Background: an optimization exercise with open tools, aiming at small area. Do not read the settings as production practice.
The RTL was checked by simulation tests, not by an equivalence proof against the original design.
Power figures rest on the tool's default switching activity, not on a simulated workload.

==> trial 29 <==
Design murx_core, start of the top module:
module murx_core (
    input  wire         clk,
    input  wire         rst,           
    input  wire [16:0]  code_len,      
    output wire [15:0]  code_addr,
    input  wire [31:0]  code_rdata,
    output wire [15:0]  dmem_addr,
    output wire         dmem_we,
    output wire [15:0]  dmem_wdata,
    input  wire [15:0]  dmem_rdata,
    output wire [9:0]   fs_addr,
    output wire         fs_we,
    output wire [272:0] fs_wdata,
    input  wire [272:0] fs_rdata,
    input  wire [3:0]   dbg_raddr,
    output wire [15:0]  dbg_rdata,
    output wire [1:0]   status,        
    output wire [2:0]   err_code,
    output wire [15:0]  err_info,
    output wire [16:0]  pc,
    output wire         carry,
    output wire [1:0]   cmp,           
    output wire [9:0]   depth
);
    localparam [1:0] CMP_NONE = 2'd0, CMP_LT = 2'd1, CMP_EQ = 2'd2, CMP_GT = 2'd3;
  ...
==> flow/config.mk <==
export PLATFORM = sky130hd
export DESIGN_NAME = murx_core
export DESIGN_NICKNAME = murx_core
export VERILOG_FILES = /design/flow/design.v
export SDC_FILE = /design/flow/constraint.sdc
export NUM_CORES = 4
export LEC_CHECK = 0
export CAP_MARGIN = 0
export CORE_AREA = 10 10 270 270
export CTS_BUF_LIST = sky130_fd_sc_hd__clkbuf_8 sky130_fd_sc_hd__clkbuf_16
export CTS_CLUSTER_DIAMETER = 60
export CTS_CLUSTER_SIZE = 12
export DIE_AREA = 0 0 280 280
export PLACE_DENSITY = 0.75
export SETUP_SLACK_MARGIN = 0.3
export SLEW_MARGIN = 0
==> flow/constraint.sdc <==
create_clock -name core_clock -period 10.0 [get_ports {clk}]
set_input_delay 2.0000 -clock core_clock [delete_from_list [all_inputs] [get_ports {clk}]]
set_output_delay 2.0000 -clock core_clock [all_outputs]
set_load 0.01 [all_outputs]
standard.sh (not shown) runs the stock make flow with config.mk's settings and CLKGATE_MAP_FILE= SYNTH_SCRIPT=/design/flow/synth_recipe.tcl, a recipe that flattens the netlist after the stock synthesis.
==> flow/flow/run.sh <==
#!/bin/bash
# Layout flow: the standard flow (standard.sh) with three changes to how the
# layout is made:
#  - synthesis maps with an area-oriented ABC script (abc_area_min.script)
#    instead of ORFS's delay-oriented one; everything else in synthesis,
#    including the registers, is the standard synthesis;
#  - port buffers are the smallest buffer cell, buf_1, instead of the cell
#    buffer_ports picks by default;
#  - synthesis does not put its own buffer on wires that run straight from an
#    input port to an output port (SYNTH_INSBUF=0): buffer_ports still gives
#    each of those ports its own buffer.
# Each tool's output goes to a log file in this folder.
set -euo pipefail
here=$(pwd)
rm -rf "$here/scripts_mod"
cp -r "$FLOW_HOME/scripts" "$here/scripts_mod"
cp "$here/flow/abc_area_min.script" "$here/scripts_mod/abc_speed.script"
bash standard.sh SCRIPTS_DIR="$here/scripts_mod" SYNTH_INSBUF=0 \
  BUFFER_PORTS_ARGS="-buffer_cell sky130_fd_sc_hd__buf_1" finish > "$here/flow_make.log" 2>&1
==> flow/flow/abc_area_min.script <==
&get -n
&st
&syn2
&dch -f
&nf -a -R 1000
&put
==> trial 37 (differences from trial 29) <==
--- a/flow/design.v
+++ b/flow/design.v
@@ -27,26 +27,26 @@
                      E_UNDERFLOW = 3'd4, E_BOUNDS = 3'd5, E_SHIFT = 3'd6,
                      E_UNSPEC = 3'd7;
     localparam [4:0] S_INIT = 5'd0, S_F0 = 5'd1, S_F1 = 5'd2, S_COL = 5'd3,
                      S_MEM = 5'd4, S_P1 = 5'd5, S_P2 = 5'd6, S_CMP = 5'd7,
                      S_WR = 5'd8, S_ADV = 5'd9, S_CW = 5'd10, S_C2 = 5'd11,
-                     S_R1 = 5'd12, S_R2 = 5'd13, S_R3 = 5'd14, S_DONE = 5'd15,
-                     S_R4 = 5'd16, S_MEMW = 5'd17, S_WB = 5'd18, S_F2 = 5'd19, S_R5 = 5'd20;
+                     S_R1 = 5'd12, S_R2 = 5'd13, S_R3 = 5'd14,
+                     S_R4 = 5'd16, S_MEMW = 5'd17, S_WB = 5'd18, S_F2 = 5'd19, S_R5 = 5'd20, S_P3 = 5'd21;
+    localparam [1:0] S_DONE_HI = 2'b11;
     reg [4:0]  state;
     reg [3:0]  rot;           
     reg        stale;         
     reg [16:0] pc_q;
     reg        carry_q;
     reg [1:0]  cmp_q;
     reg [9:0]  depth_q;
-    reg [2:0]  err_code_q;
     reg [15:0] A, ACC;
     reg [4:0]  cnt;
     reg        dneg;
     reg [1:0]  trc;           
     reg        bneg;          
-    reg [7:0]  b0q;           
+    reg [5:0]  b0q;           
     reg [3:0]  raq, rbq;      
     wire fresh = ~stale;
     wire sINIT = (state == S_INIT);
     wire sF0   = (state == S_F0);
     wire sF1   = (state == S_F1);
@@ -56,25 +56,26 @@
     wire sWR   = (state == S_WR);
     wire sMEM  = (state == S_MEM);
     wire sMEMW = (state == S_MEMW);
     wire sP1   = (state == S_P1);
     wire sP2   = (state == S_P2);
+    wire sP3   = (state == S_P3);       
     wire sCMP  = (state == S_CMP);
     wire sADV  = (state == S_ADV);
     wire sCW   = (state == S_CW);
     wire sC2   = (state == S_C2);
     wire sR1   = (state == S_R1);
     wire sR3   = (state == S_R3);
-    wire sDONE = (state == S_DONE);
-    wire [7:0] b0 = b0q;
+    wire sDONE = (state[4:3] == S_DONE_HI);
+    wire [7:0] b0 = {code_rdata[7:6], b0q};
     wire [7:0] b1 = code_rdata[15:8];
     wire [7:0] b2 = code_rdata[23:16];
     wire [7:0] b3 = code_rdata[31:24];
     function is;    
         input [7:0] v;
         input [63:0] set;    
-        is = set[v[5:0]] & (v[7:6] == 2'b00);
+        is = set[v[5:0]];    
     endfunction
     localparam [63:0] OP_RR = (64'd1 << 8'h01) | (64'd1 << 8'h05) | (64'd1 << 8'h08) | (64'd1 << 8'h0B) |
                               (64'd1 << 8'h0E) | (64'd1 << 8'h13) | (64'd1 << 8'h16) | (64'd1 << 8'h19) |
                               (64'd1 << 8'h1E) | (64'd1 << 8'h20) | (64'd1 << 8'h22);
     localparam [63:0] OP_RI = OP_RR << 1;
@@ -82,35 +83,35 @@
                               (64'd1 << 8'h10) | (64'd1 << 8'h15) | (64'd1 << 8'h18) | (64'd1 << 8'h1B) |
                               (64'd1 << 8'h24);
     wire f_rr = is(b0, OP_RR);
     wire f_ri = is(b0, OP_RI);
     wire f_rm = is(b0, OP_RM);
-    wire f_mr = (b0 == 8'h03);
-    wire f_r  = (b0 == 8'h11) | (b0 == 8'h1C);
-    wire f_m  = (b0 == 8'h12) | (b0 == 8'h1D);
+    wire f_mr = (b0[5:0] == 6'h03);
+    wire f_r  = (b0[5:0] == 6'h11) | (b0[5:0] == 6'h1C);
+    wire f_m  = (b0[5:0] == 6'h12) | (b0[5:0] == 6'h1D);
     wire f_a  = is(b0, 64'h0000_9FE0_0000_0000);    
     wire k_cp   = is(b0, 64'h16);                   
     wire k_add  = is(b0, 64'hE0);                   
     wire k_sub  = is(b0, 64'h700);                  
     wire k_mul  = is(b0, 64'h3800);                 
     wire k_div  = is(b0, 64'h1_C000);               
-    wire k_neg  = (b0 == 8'h11);
-    wire k_negm = (b0 == 8'h12);
+    wire k_neg  = (b0[5:0] == 6'h11);
+    wire k_negm = (b0[5:0] == 6'h12);
     wire k_xor  = is(b0, 64'h38_0000);              
     wire k_and  = is(b0, 64'h1C0_0000);             
     wire k_or   = is(b0, 64'hE00_0000);             
-    wire k_not  = (b0 == 8'h1C);
-    wire k_notm = (b0 == 8'h1D);
+    wire k_not  = (b0[5:0] == 6'h1C);
+    wire k_notm = (b0[5:0] == 6'h1D);
     wire k_shr  = is(b0, 64'hC000_0000);            
     wire k_shl  = is(b0, 64'h3_0000_0000);          
     wire k_cmp  = is(b0, 64'h1C_0000_0000);         
     wire k_br   = is(b0, 64'h1FE0_0000_0000);       
     wire op_unspec = is(b0, 64'h6000_0000_0000);    
-    wire k_call = (b0 == 8'h2F);
-    wire k_ret  = (b0 == 8'h30);
-    wire k_halt = (b0 == 8'h31);
-    wire op_unknown = ~is(b0, 64'h3_FFFF_FFFF_FFFE);  
+    wire k_call = (b0[5:0] == 6'h2F);
+    wire k_ret  = (b0[5:0] == 6'h30);
+    wire k_halt = (b0[5:0] == 6'h31);
+    wire op_unknown = ~is(b0, 64'h3_FFFF_FFFF_FFFE) | (b0[7:6] != 2'b00);  
     wire k_shift = k_shr | k_shl;
     wire k_iter  = k_mul | k_div | k_shift;
     wire [2:0] ilen = {f_ri | f_rm | f_mr,
                        f_rr | f_r | f_m | f_a,
                        ~(f_rr | f_r | f_ri | f_rm | f_mr)};
@@ -163,11 +164,11 @@
                     ({17{xs_dep}}  & {7'd0, depth_q}) |
                     ({17{xs_accm}} & {ACC[15], ACC}) |
                     {{16{xs_accd & ~first}} & ACC, xs_accd & A[15]};
     wire ys_b    = sCOL | sMEM | sP1 | (step & (k_div | (k_mul & A[0])));
     wire ys_rd   = sP2;
-    wire ys_a    = sWB;
+    wire ys_a    = sWB | sP3;
     wire ys_code = sF0 | sF1;
     wire ys_len  = sF2 | sADV;
     wire ys_one  = sCW | sR1;
     wire [15:0] yv = ({16{ys_b}} & bsrc) | ({16{ys_rd}} & rd) | ({16{ys_a}} & A) |
                      ({16{ys_code}} & code_len[15:0]) |
@@ -178,11 +179,11 @@
         sub = 1'b0;
         if (sF0 | sF1 | sR1)      sub = 1'b1;
         if (sCOL)                 sub = k_sub | k_cmp | k_neg | k_not;
         if (sWB)                  sub = k_div & dneg;
         if (sMEM)                 sub = f_m;
-        if (sP2)                  sub = k_div & rd[15];
+        if (sP3)                  sub = k_div & A[15];
         if (step)                 sub = k_mul ? (cnt == 5'd1) : (~(ACC[15] & ~first) ^ bneg);
     end
     wire cin1 = sCMP & cnt0 & A[15];
     wire [16:0] Ye  = Y ^ {17{sub}};
     wire        cin = sub | cin1;
@@ -217,47 +218,48 @@
             2'd1:    trunc = ilen[2];
             default: trunc = 1'b0;
         endcase
     end
     wire sel_p = k_xor | k_cp | k_not | k_notm | f_mr;
-    wire [15:0] res = ({16{k_and}} & g[15:0]) | ({16{k_or}} & (p[15:0] | g[15:0])) |
-                      ({16{sel_p}} & p[15:0]) | ({16{~(k_and | k_or | sel_p)}} & S[15:0]);
+    wire        m_p = sel_p | k_or;
+    wire        m_g = k_and | k_or;
+    wire [15:0] res = (m_p | m_g) ? (({16{m_p}} & p[15:0]) | ({16{m_g}} & g[15:0])) : S[15:0];
     wire rotw = (fresh & (sINIT | ((sCOL | sWB) & ~at_ra) | sCW)) | sWR;
     wire [15:0] rin = (sWR | sINIT) ? A : s15;    
     assign fs_addr  = depth_q;
     assign fs_we    = rotw | sC2;
     assign fs_wdata = {pc_q, fs_rdata[239:0], rin};
     assign code_addr  = pc_q[15:0];
     assign dmem_addr  = (f_ri | f_rm) ? imm : field;
     assign dmem_we    = sMEMW;
     assign dmem_wdata = A;
     assign dbg_rdata = rd;
-    assign status   = {sDONE & (err_code_q != 3'd0), sDONE & (err_code_q == 3'd0)};
-    assign err_code = err_code_q;
-    assign err_info = ({16{err_code_q == E_UNKNOWN || err_code_q == E_UNSPEC}} & {8'd0, b0}) |
-                      ({16{err_code_q == E_SHIFT}} & A);
+    assign status   = {sDONE & (state[2:0] != 3'd0), sDONE & (state[2:0] == 3'd0)};
+    assign err_code = state[2:0];    
+    assign err_info = ({16{state == {S_DONE_HI, E_UNKNOWN} || state == {S_DONE_HI, E_UNSPEC}}} & {8'd0, b0}) |
+                      ({16{state == {S_DONE_HI, E_SHIFT}}} & A);
     assign pc       = pc_q;
     assign carry    = carry_q;
     assign cmp      = cmp_q;
     assign depth    = depth_q;
     wire f1_fault = op_unknown | op_unspec | trunc | (k_ret & (depth_q == 10'd0)) |
                     (k_call & (depth_q == 10'd1000));
     wire [2:0] f1_code = op_unknown ? E_UNKNOWN : op_unspec ? E_UNSPEC : trunc ? E_BOUNDS :
                          k_ret ? E_UNDERFLOW : E_OVERFLOW;
     always @(posedge clk) begin
         stale <= fs_we;
-        if (sINIT | sP1 | (sP2 & (err_code_q == 3'd0)) | target | sMEM)
+        if (sINIT | sP1 | sP2 | sP3 | target | sMEM)
             A <= res;
         else if (step)
             A <= (k_mul | k_shr) ? {S[0], A[15:1]} : {A[14:0], k_div & ~S[16]};
         ACC <= (k_mul | k_shr) ? S[16:1] : S[15:0];
         if (sP1)
             cnt <= k_shift ? {1'b0, S[3:0]} : 5'd16;
         else if (step)
             cnt <= cnt - 5'd1;
         trc <= trc_n;
-        b0q <= code_rdata[7:0];
+        b0q <= code_rdata[5:0];
         raq <= ra_n;
         rbq <= b1[3:0];
         if (sP1)
             bneg <= S[15];
         if (sP1)
@@ -265,48 +267,41 @@
         else if (sP2)
             dneg <= dneg ^ rd[15];
         if (rst) begin
             state      <= S_INIT;
             rot        <= 4'd0;
-            pc_q       <= 17'd0;
             carry_q    <= 1'b0;
             cmp_q      <= CMP_NONE;
-            depth_q    <= 10'd0;
-            err_code_q <= 3'd0;
             stale      <= 1'b1;
         end else begin
             if (sR1)
                 rot <= 4'd0;
             else if (rotw)
                 rot <= rot + 4'd1;
-            if (sP1)
-                err_code_q <= (k_div && bsrc == 16'd0) ? E_DIV0 :
-                              (k_shift && bsrc[15:4] != 12'd0) ? E_SHIFT : 3'd0;
-            else if ((sF0 & c17) | (sF2 & f1_fault))
-                err_code_q <= sF0 ? E_BOUNDS : f1_code;
-            if ((sF2 & ~f1_fault & (k_halt | (k_br & ~taken))) | sADV)
-                pc_q <= S;
+            if ((sF2 & ~f1_fault & (k_halt | (k_br & ~taken))) | sADV | sINIT)
+                pc_q <= S;                         
             else if ((sF2 & ~f1_fault & k_br & taken) | sC2)
                 pc_q <= {1'b0, field};
             else if (sR3)
                 pc_q <= fs_rdata[272:256];
-            if ((sCW & fresh & (rot == 4'd15)) | sR1)
-                depth_q <= S[9:0];
+            if ((sCW & fresh & (rot == 4'd15)) | sR1 | sINIT)
+                depth_q <= S[9:0];                 
             if ((target & sCOL & (k_add | k_sub | k_neg)) | (sMEM & k_negm))
                 carry_q <= s_ovf;
             else if (target & sWB & k_div)
                 carry_q <= ~dneg & A[15];
             else if (sCMP & cnt0 & k_mul)
                 carry_q <= ~s_zero;
             if (target & sCOL & k_cmp)
                 cmp_q <= S[16] ? CMP_LT : s_zero ? CMP_EQ : CMP_GT;
             case (state)
                 S_INIT: if (fresh && rot == 4'd15) state <= S_F0;
-                S_F0:   state <= c17 ? S_DONE : S_F1;
+                S_F0:   state <= c17 ? {S_DONE_HI, E_BOUNDS} : S_F1;
                 S_F1:   state <= S_F2;
                 S_F2: begin
-                    if (f1_fault | k_halt)        state <= S_DONE;
+                    if (f1_fault)                 state <= {S_DONE_HI, f1_code};
+                    else if (k_halt)              state <= {S_DONE_HI, 3'd0};
                     else if (k_br)                state <= S_F0;
                     else if (k_call)              state <= S_CW;
                     else if (k_ret)               state <= S_R1;
                     else if (f_mr | f_m)          state <= S_MEM;
                     else if (k_iter)              state <= S_P1;
@@ -315,12 +310,14 @@
                 S_COL:  if (target) state <= k_cmp ? S_ADV : S_WR;
                 S_WB:   if (target) state <= S_WR;
                 S_WR:   state <= S_ADV;
                 S_MEM:  state <= S_MEMW;
                 S_MEMW: state <= S_ADV;
-                S_P1:   state <= S_P2;
-                S_P2:   state <= (err_code_q != 3'd0) ? S_DONE : S_CMP;
+                S_P1:   state <= (k_div && bsrc == 16'd0) ? {S_DONE_HI, E_DIV0} :
+                                 (k_shift && bsrc[15:4] != 12'd0) ? {S_DONE_HI, E_SHIFT} : S_P2;
+                S_P2:   state <= S_P3;
+                S_P3:   state <= S_CMP;
                 S_CMP:  if (cnt0) state <= S_WB;
                 S_ADV:  state <= S_F0;
                 S_CW:   if (fresh && rot == 4'd15) state <= S_C2;
                 S_C2:   state <= S_F0;
                 S_R1:   state <= S_R2;
CTS_BUF_LIST = sky130_fd_sc_hd__clkbuf_8   (was sky130_fd_sc_hd__clkbuf_8 sky130_fd_sc_hd__clkbuf_16)
CTS_CLUSTER_DIAMETER = 40   (was 60)
CTS_CLUSTER_SIZE = 8   (was 12)
PLACE_DENSITY = 0.9   (was 0.75)
SETUP_SLACK_MARGIN = 0.2   (was 0.3)
==> build 63 (differences from trial 29) <==
CAP_MARGIN = 20   (was 0)
SLEW_MARGIN = 20   (was 0)
==> run summary <==
| metric | trial 37 | trial 29 | build 63 |
|---|---|---|---|
| Result of the run | no timing/DRC/antenna violations | no timing/DRC/antenna violations | no timing/DRC/antenna violations |
| Clk_skew | 24.7 ps | 25.9 ps | 25.9 ps |
| Number of detailed-route iterations in the first pass | 9 | 8 | 8 |
| Worst Hold Endpoint | carry_q | err_code_q[2] | err_code_q[2] |
| Cell area after synthesis | 9080 µm² | 9820 µm² | 9820 µm² |
| Detailed-route vias per instance | 5.36 | 5.33 | 5.33 |
| Sequential fraction of total cell area | 17.5% | 15.1% | 15.1% |
| Multi-input gate area in the final layout | 6640 µm² | 7530 µm² | 7530 µm² |
| Source-to-sink clock delay at the later pin of the worst-skew pair | 430 ps | 390 ps | 390 ps |
| Fraction of post-synthesis cell area in the top cell type by area | 16.5% | 15.7% | 15.7% |
| Upper clock frequency limit | 108 MHz | 110 MHz | 110 MHz |
| Simple-gate portion of the synthesized area | 23.1% | 21.6% | 21.6% |
| Final standard cell count with taps included and fillers excluded | 2826 | 2986 | 2986 |
| Growth of design area from synthesis to finish | 51.2% | 50.9% | 50.9% |
| Global-route usage over all layers | 23.8% | 24.8% | 24.8% |
| Power per unit of standard cell area | 443 nW/µm² | 321 nW/µm² | 321 nW/µm² |
| Inverters | 34 | 57 | 57 |
| Setup ws final | 760 ps | 926 ps | 926 ps |
| Share of synthesized area spent on multiplexers | 7.26% | 7.25% | 7.25% |
| Proportion of power drawn by the clock network | 4.4% | 7.8% | 7.8% |
| Crit path largest cell delay | 830 ps | 460 ps | 460 ps |
| Minimum hold slack | 622 ps | 564 ps | 564 ps |

==> static timing again, ports no longer ideal <==
In the flow no input, the clock included, has a driving cell. The finished layouts below were timed again as built, in two steps.
Step 1 assumes that a clkbuf_16 drives the clock port and a buf_2 every other input.
Step 2 times the ports against the registers' clock, not the clock port: input delays grow and output delays shrink by t, the midpoint of the rising clock arrivals with the driver on.
a / b / c = no drivers / after step 1 / after step 2; a / b = the first two.
run | shift t [ns] | setup slack, ns | worst setup path after step 2
trial 29 | 0.438 | 0.926 / 0.926 / 0.611 | input to register
trial 37 | 0.474 | 0.760 / 0.759 / 0.342 | input to register
build 63 | 0.438 | 0.926 / 0.926 / 0.611 | input to register
After both steps setup and hold are still met in every run listed. The setup slack of trial 37, which loses most, moves by -0.001 ns with the drivers and by -0.418 ns with both steps.
